This design comes from an exercise in tuning for small area, a short achievable clock period and few clock cycles on the open sky130 flow, not from production work.
The RTL was checked by simulation tests, not by an equivalence proof against the original design.
Power is estimated from default activity; no workload was simulated.

## tim_decoder
module tim_decoder (
    input  wire        clk,
    input  wire        rst,
    input  wire        start,
    input  wire [31:0] slen,
    input  wire [31:0] maxres,
    input  wire        cfg_allow_oob,
    input  wire        cfg_ignore_version,
    input  wire        cfg_first_row_only,
    output wire        idle,
    input  wire        s_valid,
    input  wire [7:0]  s_data,
    output reg         s_ready,
    output reg         p_valid,
    input  wire        p_ready,
    output reg  [31:0] p_argb,
    output reg         p_mask,
    output reg         done,
    output reg  [5:0]  reason,
    output reg  [1:0]  fmt,
    output reg  [17:0] width,
    output reg  [15:0] height,
    output reg  [4:0]  page,
    output reg  [7:0]  x_off,
    output reg  [7:0]  y_off,
    output reg         pal_stp
);
Size: ~4500 flip-flops, about 180 I/O pins.
==> flow/config.mk <==
export PLATFORM = sky130hd
export DESIGN_NAME = tim_decoder
export DESIGN_NICKNAME = tim_decoder
export VERILOG_FILES = /design/flow/design.v
export SDC_FILE = /design/flow/constraint.sdc
export NUM_CORES = 4
export LEC_CHECK = 0
export CAP_MARGIN = 20
export CORE_MARGIN = 2
export CORE_UTILIZATION = 30
export PLACE_DENSITY = 0.5
export SLEW_MARGIN = 20
export SYNTH_MEMORY_MAX_BITS = 8192
==> flow/constraint.sdc <==
create_clock -name core_clock -period 14.0 [get_ports {clk}]
set_input_delay 2.8000 -clock core_clock [delete_from_list [all_inputs] [get_ports {clk}]]
set_output_delay 2.8000 -clock core_clock [all_outputs]
set_load 0.01 [all_outputs]
run.sh (not shown) runs the stock make flow with config.mk's settings and CLKGATE_MAP_FILE= SYNTH_SCRIPT=/design/flow/synth_recipe.tcl, a recipe that flattens the netlist after the stock synthesis.
Testbench counts at the start, summed over its fixed seeds: cycles 250,658.
Next try:
==> flow/flow/run.sh (new file) <==
#!/bin/bash
# Layout flow: the standard ORFS flow (standard.sh), unchanged, except that
# timing repair aims for a setup slack margin, so that paths end well inside
# the clock period. The SDC, clock period and all other steps are the standard ones.
set -euo pipefail
bash standard.sh SETUP_SLACK_MARGIN=9.4 finish > flow_make.log 2>&1
==> flow/standard.sh (new file) <==
#!/bin/bash
# synth_recipe.tcl (not shown) runs the flow's synth.tcl, then flattens the netlist and writes it again
# the make line also repeats each setting of config.mk as NAME=value (left out here)
make -C /OpenROAD-flow-scripts/flow DESIGN_CONFIG=/design/flow/config.mk WORK_HOME=/design/flow/orfs CLKGATE_MAP_FILE= SYNTH_SCRIPT=/design/flow/synth_recipe.tcl "${@:-finish}"
removed: flow/run.sh
The changed run passed the timing, design-rule and antenna checks.
Design area rises by about 0.7%.
Total power rises by 1.3%.
Die area does not change.
Clock power stays flat.
Setup slack is better by 1600 ps.
Wire length rises by 2.2%.
Cell count rises by about 0.4%.
Maximum frequency rises by about 35%.


== run 1 ==
tim_decoder, a different RTL version from the one above (not shown whole).
For scale: about 4,500 flip-flops.
## tim_decoder
module tim_decoder (
    input  wire        clk,
    input  wire        rst,
    input  wire        start,
    input  wire [31:0] slen,
    input  wire [31:0] maxres,
    input  wire        cfg_allow_oob,
    input  wire        cfg_ignore_version,
    input  wire        cfg_first_row_only,
    output wire        idle,
    input  wire        s_valid,
    input  wire [7:0]  s_data,
    output reg         s_ready,
    output reg         p_valid,
    input  wire        p_ready,
    output reg  [31:0] p_argb,
    output reg         p_mask,
    output reg         done,
    output reg  [5:0]  reason,
    output reg  [1:0]  fmt,
    output reg  [17:0] width,
    output reg  [15:0] height,
    output reg  [4:0]  page,
    output reg  [7:0]  x_off,
    output reg  [7:0]  y_off,
    output reg         pal_stp
);
    localparam [5:0] R_OK          = 6'd0;
    localparam [5:0] R_TAG         = 6'd1;
    localparam [5:0] R_VERSION     = 6'd2;
    localparam [5:0] R_FMT_CODE    = 6'd3;
    localparam [5:0] R_CLUT_W      = 6'd4;
    localparam [5:0] R_CLUT_H      = 6'd5;
    localparam [5:0] R_PAL_MISSING = 6'd6;
    localparam [5:0] R_STRIDE_ZERO = 6'd7;
    localparam [5:0] R_HEIGHT_ZERO = 6'd8;
    localparam [5:0] R_WIDTH_LARGE = 6'd10;
    localparam [5:0] R_PAGE_RANGE  = 6'd11;
    localparam [5:0] R_HDR_TRUNC   = 6'd16;
    localparam [5:0] R_PAL_TRUNC   = 6'd17;
    localparam [5:0] R_IMG_TRUNC   = 6'd18;
    localparam [5:0] R_STREAM_END  = 6'd32;
    localparam [1:0] F_I4  = 2'd0;
    localparam [1:0] F_I8  = 2'd1;
    localparam [1:0] F_D16 = 2'd2;
    localparam [1:0] F_D24 = 2'd3;
    localparam [2:0] P_IDLE = 3'd0;
    localparam [2:0] P_HDR  = 3'd1;
    localparam [2:0] P_PHDR = 3'd2;
  ...
export LEC_CHECK = 0
export CAP_MARGIN = 20
export CORE_MARGIN = 2
export CORE_UTILIZATION = 30
export CTS_CLUSTER_DIAMETER = 80
export CTS_CLUSTER_SIZE = 28
export PLACE_DENSITY = 0.5
export SLEW_MARGIN = 20
export SYNTH_MEMORY_MAX_BITS = 8192
create_clock -name core_clock -period 14.0 [get_ports {clk}]
standard.sh (not shown) runs the stock make flow with config.mk's settings and CLKGATE_MAP_FILE= SYNTH_SCRIPT=/design/flow/synth_recipe.tcl, a recipe that flattens the netlist after the stock synthesis.
==> flow/flow/run.sh <==
#!/bin/bash
# Layout flow: the standard ORFS flow (standard.sh), unchanged, except that
# - timing repair aims for a setup slack margin, so that paths end well inside
#   the clock period, and
# - the port buffers that the standard flow inserts are buf_4 cells.
# The SDC, clock period and all other steps are the standard ones.
set -euo pipefail
bash standard.sh SETUP_SLACK_MARGIN=9.4 "BUFFER_PORTS_ARGS=-buffer_cell sky130_fd_sc_hd__buf_4" finish > flow_make.log 2>&1
Testbench counts of run 1, summed over its fixed seeds: cycles 250,658.
#### Input delta (run 2 over run 1)
--- a/flow/config.mk
+++ b/flow/config.mk
@@ -11,2 +11,2 @@
-export CTS_CLUSTER_DIAMETER = 80
-export CTS_CLUSTER_SIZE = 28
+export CTS_CLUSTER_DIAMETER = 100
+export CTS_CLUSTER_SIZE = 20
Findings:
The destination of the critical timing path comes out p_argb[23] in one run and p_argb[11] in the other, namely in run 2 and run 1 respectively. Run 2 against run 1: via count picked up an extra 365; share of the clock period used by the worst path after layout neither gained nor lost much; total length of routed met3 wires picked up an extra 1500 microns; maximum clock frequency neither gained nor lost much; worst-case hold slack lost 7.5 ps. In the reports for run 1 and run 2, the larger maximum resistive drop on vdd belongs to run 1. Area of the multi-input gates delta (run 1 -> run 2): insignificant. Netlist area before placement: run 1 vs run 2 identical.
[inputs] run 3 vs run 2
==> flow/flow/run.sh <==
#!/bin/bash
# Layout flow: the standard ORFS flow (standard.sh), unchanged, except that
# - timing repair aims for a setup slack margin, so that paths end well inside
#   the clock period,
# - the port buffers that the standard flow inserts are buf_4 cells, and
# - clock tree synthesis clusters up to 24 sinks within 90 um and adds no dummy loads.
# The SDC, clock period and all other steps are the standard ones.
set -euo pipefail
bash standard.sh SETUP_SLACK_MARGIN=9.7 \
  "BUFFER_PORTS_ARGS=-buffer_cell sky130_fd_sc_hd__buf_4" \
  "CTS_ARGS=-sink_clustering_enable -repair_clock_nets -sink_clustering_size 24 -sink_clustering_max_diameter 90 -dont_use_dummy_load" \
  finish > flow_make.log 2>&1
--- a/flow/config.mk
+++ b/flow/config.mk
@@ -11,2 +10,0 @@
-export CTS_CLUSTER_DIAMETER = 100
-export CTS_CLUSTER_SIZE = 20
--- outcome ---
Row final cell count: run 3 lower / run 2 higher. Cell area after layout in run 3 is about 1% lower than in run 2. Sequential share of layout area, run 3 and run 2: lower on run 2. Largest net degree at the start of global routing ended up 4 lower on run 3 than on run 2. Run 3 does better than run 2 on detailed-placement wirelength estimate. The lower share of power burned in combinational logic came out of run 2.
Edits applied to the flow inputs when going from run 3 to run 4:
--- a/flow/flow/run.sh
+++ b/flow/flow/run.sh
@@ -6 +6 @@
-# - clock tree synthesis clusters up to 24 sinks within 90 um and adds no dummy loads.
+# - clock tree synthesis adds no dummy loads.
@@ -9 +9 @@
-bash standard.sh SETUP_SLACK_MARGIN=9.7 \
+bash standard.sh SETUP_SLACK_MARGIN=9.4 \
@@ -11 +11 @@
-  "CTS_ARGS=-sink_clustering_enable -repair_clock_nets -sink_clustering_size 24 -sink_clustering_max_diameter 90 -dont_use_dummy_load" \
+  "CTS_ARGS=-sink_clustering_enable -repair_clock_nets -sink_clustering_size 20 -sink_clustering_max_diameter 100 -dont_use_dummy_load" \
--- a/flow/config.mk
+++ b/flow/config.mk
@@ -10,0 +11,2 @@
+export CTS_CLUSTER_DIAMETER = 100
+export CTS_CLUSTER_SIZE = 20
## What came out
| final cell count | run 4 vs run 3 | ≈ equal |. Between run 4 and run 3, final worst hold slack is higher for run 4, run 3 comes in under that. When the final numbers for run 4 and run 3 were put side by side, the synthesis-to-layout area growth turned out to be greater in run 4. In run 4 the sum of routed wire length over all layers turned out 3300 microns lower than in run 3. Compared with run 3, run 4 degrades power. Lower register-to-register slack goes to run 4 over run 3.

==> what the ideal ports hide <==
The flow's constraints put no driver on any port. The routed layouts listed below were extracted and timed again, unchanged, in two steps.
Step 1, drivers: a clkbuf_16 drives clk and a buf_2 each remaining input, both assumed.
Step 2 moves the port delays by t, midway between the first and last clock arrival at a register: inputs arrive t later, outputs are due t later. That takes back most of the time a late clock gives input paths.
a / b / c = no drivers / after step 1 / after step 2; a / b = the first two.
run	t (ns)	setup WS [ns]	worst setup path at the end
the first run of note 1	1.051	7.774 / 7.856 / 6.805	input to register
the second run of note 1	1.052	9.390 / 9.277 / 8.491	input to register
run 1	1.011	9.505 / 9.397 / 9.074	input to register
run 2	0.997	9.500 / 9.394 / 9.088	input to register
run 3	1.010	9.479 / 9.368 / 9.211	input to register
run 4	0.972	9.511 / 9.404 / 9.114	input to register
After both steps setup and hold are still met in every run listed. For the first run of note 1, which loses most, drivers alone change the setup slack by +0.082 ns; drivers and shift together by -0.969 ns.
